Source: an optimization exercise on an open RTL-to-GDS flow (aim: small area and a short achievable clock period). Production flows keep margins and buffers that such runs may drop. Function was checked by simulation only, so behaviour that the tests miss may differ from the original. Power figures rest on the tool's default switching activity, not on a simulated workload.

== v28 ==
// fdc_read
module fdc_read (
    input  wire        clk,
    input  wire        rst,
    input  wire        drive_active,
    input  wire        flux,
    input  wire        wr_en,
    input  wire [2:0]  wr_port,
    input  wire [15:0] wr_data,
    input  wire        rd_en,
    output wire [15:0] status,
    output reg         mem_we,
    output wire [31:0] mem_addr,
    output wire [15:0] mem_wdata,
    output reg         irq_sync,
    output reg         irq_done
);
    localparam [1:0] S_IDLE = 2'd0, S_WAIT = 2'd1, S_BYTE0 = 2'd2, S_BYTE1 = 2'd3;
    localparam [1:0] F_NONE = 2'd0, F_SAME = 2'd1, F_M1 = 2'd2;
    localparam [1:0] H_NONE = 2'd0, H_HI = 2'd1, H_LO = 2'd2;
    reg running;
    reg [11:0] sum;       
    reg [2:0]  cur_hi;    
    reg [4:0]  inc5;      
    reg [1:0]  hist;
    reg [2:0]  pcnt;      
    reg [1:0]  fcls;      
    reg        dir;       
    reg        lat_v;
    reg [2:0]  lat_c;
    reg [15:0] shift;
    reg [2:0]  bcnt;
    reg        st_sync, st_ready;
    reg [7:0]  st_data;
    reg [15:0] len;       
    reg [15:0] pend;
    reg [15:0] sync_r;
    reg        ctl10;
    reg        dmaen;     
    reg [1:0]  state;
    reg [7:0]  hi;
    reg [31:0] A;
    reg        F;
    reg [15:0] B;
    reg [1:0]  H;
    wire start = drive_active && !running;
    wire       ended = sum[11];
    wire       v     = lat_v | flux;             
    wire [2:0] cT    = lat_v ? lat_c : cur_hi;   
    wire fact = (fcls == F_SAME && pcnt != 3'd0) || (fcls == F_M1 && pcnt > 3'd1);
    reg [4:0] inc5_n;
    always @* begin
        inc5_n = inc5;
        if (fact && !dir && inc5 != 5'd31)     inc5_n = inc5 + 5'd1;
        else if (fact && dir && inc5 != 5'd6)  inc5_n = inc5 - 5'd1;
    end
    wire [2:0] pcnt_dec = (pcnt == 3'd0) ? 3'd0 : pcnt - 3'd1;
    wire [1:0] qT      = cT[2] ? cT[1:0] : ~cT[1:0];
    wire [2:0] pcnt_T  = {1'b0, qT} + 3'd1;
    wire [1:0] fcls_T  = ((hist == 2'd0 && !cT[2]) || (hist == 2'd3 && cT[2])) ? F_SAME :
  ...
For scale: roughly 1100 cells after synthesis, ~92 I/O pins.
clock: 7.0 ns
lec_check: 0
abc_clock_period_in_ps: 2500
cap_margin: 20
core_margin: 2
core_utilization: 40
cts_buf_list: sky130_fd_sc_hd__clkbuf_8
slew_margin: 20
standard.sh (not shown) runs the stock make flow with config.mk's settings and CLKGATE_MAP_FILE= SYNTH_SCRIPT=/design/flow/synth_recipe.tcl, a recipe that flattens the netlist after the stock synthesis.
==> flow/flow/run.sh <==
#!/bin/bash
# Standard ORFS layout (the standard.sh), with the port buffers made of
# sky130_fd_sc_hd__buf_1 instead of the resizer's default choice.
set -euo pipefail
export BUFFER_PORTS_ARGS="-buffer_cell sky130_fd_sc_hd__buf_1"
bash standard.sh finish > standard_flow.log 2>&1
v28 | stages: all done | timing, DRC, antenna: all pass
What v29 does differently from v28 at the input level:
==> flow/run.sh (new file) <==
#!/bin/bash
# synth_recipe.tcl (not shown) runs the flow's synth.tcl, then flattens the netlist and writes it again
# the make line also repeats each setting of config.mk as NAME=value (left out here)
make -C /OpenROAD-flow-scripts/flow DESIGN_CONFIG=/design/flow/config.mk WORK_HOME=/design/flow/orfs CLKGATE_MAP_FILE= SYNTH_SCRIPT=/design/flow/synth_recipe.tcl finish
diff --git a/flow/config.mk b/flow/config.mk
--- a/flow/config.mk
+++ b/flow/config.mk
@@ -8 +8 @@
-export ABC_CLOCK_PERIOD_IN_PS = 2500
+export ABC_AREA = 1
@@ -12 +11,0 @@
-export CTS_BUF_LIST = sky130_fd_sc_hd__clkbuf_8
removed: flow/flow/run.sh
removed: flow/standard.sh
Results
- Comparing v28 and v29, share of the clock period used by the worst path is lower on v28.
- Part of the power in the clock network, v28 and v29, lower one = v28.
- Switching part of the total power for v29: 1.5 points up relative to v28
- Side by side, unique cell type count in the Yosys netlist turned out lower in v29 than in v28.
- The clock latency at the later pin of the worst-skew pair reported for v29 is smaller than that of v28 by 0.04 ns.
- Higher power per cell area was reported by v29, not v28.
- Diff v28 -> v29 | area occupied by multi-input gates | decrease of 360 µm²
- When the final numbers for v28 and v29 were put side by side, the cell area after layout turned out to be smaller in v28.
- v29: utilization higher than v28
## Diff of input files: v17 against v29
==> flow/flow/run.sh (new file) <==
#!/bin/bash
# Standard ORFS layout (the standard.sh), with the port buffers made of
# sky130_fd_sc_hd__buf_1 instead of the resizer's default choice.
set -euo pipefail
export BUFFER_PORTS_ARGS="-buffer_cell sky130_fd_sc_hd__buf_1"
bash standard.sh finish > standard_flow.log 2>&1
==> flow/standard.sh (new file) <==
#!/bin/bash
# synth_recipe.tcl (not shown) runs the flow's synth.tcl, then flattens the netlist and writes it again
# the make line also repeats each setting of config.mk as NAME=value (left out here)
make -C /OpenROAD-flow-scripts/flow DESIGN_CONFIG=/design/flow/config.mk WORK_HOME=/design/flow/orfs CLKGATE_MAP_FILE= SYNTH_SCRIPT=/design/flow/synth_recipe.tcl "${@:-finish}"
diff --git a/flow/config.mk b/flow/config.mk
--- a/flow/config.mk
+++ b/flow/config.mk
@@ -8 +7,0 @@
-export ABC_AREA = 1
@@ -11,0 +11 @@
+export SETUP_SLACK_MARGIN = 4.2
removed: flow/run.sh
==> run notes <==
Run comparison: v17 startpoint-to-endpoint class of the critical path register to register; v29 startpoint-to-endpoint class of the critical path input port to register
Per the comparison of v17 with v29, final worst setup slack has increased, non-clock buffer total of the final layout shows an increase of 54%.
[compare] base=v29 new=v17: total power density per cell area fell 6.3%, post-placement cell area fell about 5%, hold slack fell 0.0076 ns, amount of wire on met3 after detailed routing rose 29%.
Diff v29 -> v17 | layout inverter count without the clock tree | decrease of 136
Compared with v29, in v17 final weighted congestion in routability-driven placement higher, power lower, number of global-route vias before repair lower.
#### Input delta (v27 over v17)
diff --git a/flow/config.mk b/flow/config.mk
--- a/flow/config.mk
+++ b/flow/config.mk
@@ -11 +10,0 @@
-export SETUP_SLACK_MARGIN = 4.2
[summary]
- v27 | status: complete | timing, DRC, antenna: pass
- Final critical-path setup slack down 0.72 ns in v27 wrt v17
- Changes observed in v27 relative to v17: minimum period implied by the final worst setup slack saw an increase, via count saw a decrease, clock network fraction of design power saw an increase, sequential share of layout area saw an increase, final routed wirelength across all metal layers saw a decrease.
- Worst hold margin of v27 is on par with v17.
- The estimated power of v27 ends up lower than the estimate for v17.
- Sort v17 and v27 by fraction of met1 tracks used by global routing desc -> top: v17
- Of v17 and v27, the run reporting the lower share of the core filled with cells in the final layout was v27.
- Looking only at number of antenna repair diodes, and setting everything else aside, the higher value of v17 and v27 goes to v27.
### v27 -> v42
==> flow/run.sh (new file) <==
#!/bin/bash
# synth_recipe.tcl (not shown) runs the flow's synth.tcl, then flattens the netlist and writes it again
# the make line also repeats each setting of config.mk as NAME=value (left out here)
make -C /OpenROAD-flow-scripts/flow DESIGN_CONFIG=/design/flow/config.mk WORK_HOME=/design/flow/orfs CLKGATE_MAP_FILE= SYNTH_SCRIPT=/design/flow/synth_recipe.tcl finish
removed: flow/flow/run.sh
removed: flow/standard.sh
==> run notes <==
v42: critical path depth is 6 lower than what v27 reported. Sequential share of cell area: v42 vs v27 down 1.5 points. Slowest stage cell on the critical path = sky130_fd_sc_hd__clkdlybuf4s50_1: v42; slowest stage cell on the critical path = sky130_fd_sc_hd__nor3_1: v27. v42 consumes less power than v27 does. Detailed-route wire length | v42 above v27. The overall global routing resource usage on v42 is in line with that on v27.

[separate check: timing with driven ports]
No port has a modelled driver above. Below, the same layouts with a new extraction and two added sets of constraints.
Step 1 sets driving cells, clkbuf_16 on the clock port and buf_2 on the other inputs (assumed; they add their load-dependent delay and slew).
Step 2 adds t to the input delays and takes it off the output delays; t is the mean of the earliest and latest rising clock arrival at the registers after step 1. Input paths then give back, and output paths get back, about the clock's delay inside the block.
a / b / c = no drivers / after step 1 / after step 2; a / b = the first two.
| run | t, ns | setup slack, ns | worst hold slack (ns) | worst setup path at the end | latest minus earliest clock arrival (ns) |
|---|---|---|---|---|---|
| v28 | 0.506 | 3.016 / 3.016 / 2.829 | 0.465 / 0.465 / 0.465 | input to register | 0.023 / 0.022 |
| v29 | 0.481 | 2.822 / 2.849 / 2.368 | 0.467 / 0.467 / 0.467 | input to register | 0.011 / 0.010 |
| v17 | 0.475 | 3.755 / 3.755 / 3.489 | 0.459 / 0.459 / 0.459 | input to register | 0.013 / 0.013 |
| v27 | 0.480 | 3.032 / 3.032 / 2.802 | 0.461 / 0.461 / 0.461 | input to register | 0.016 / 0.016 |
| v42 | 0.472 | 2.755 / 2.777 / 2.305 | 0.459 / 0.459 / 0.459 | input to register | 0.016 / 0.016 |
After both steps setup and hold are still met in every run listed. The setup slack of v29, which loses most, moves by +0.027 ns with the drivers and by -0.454 ns with both steps.
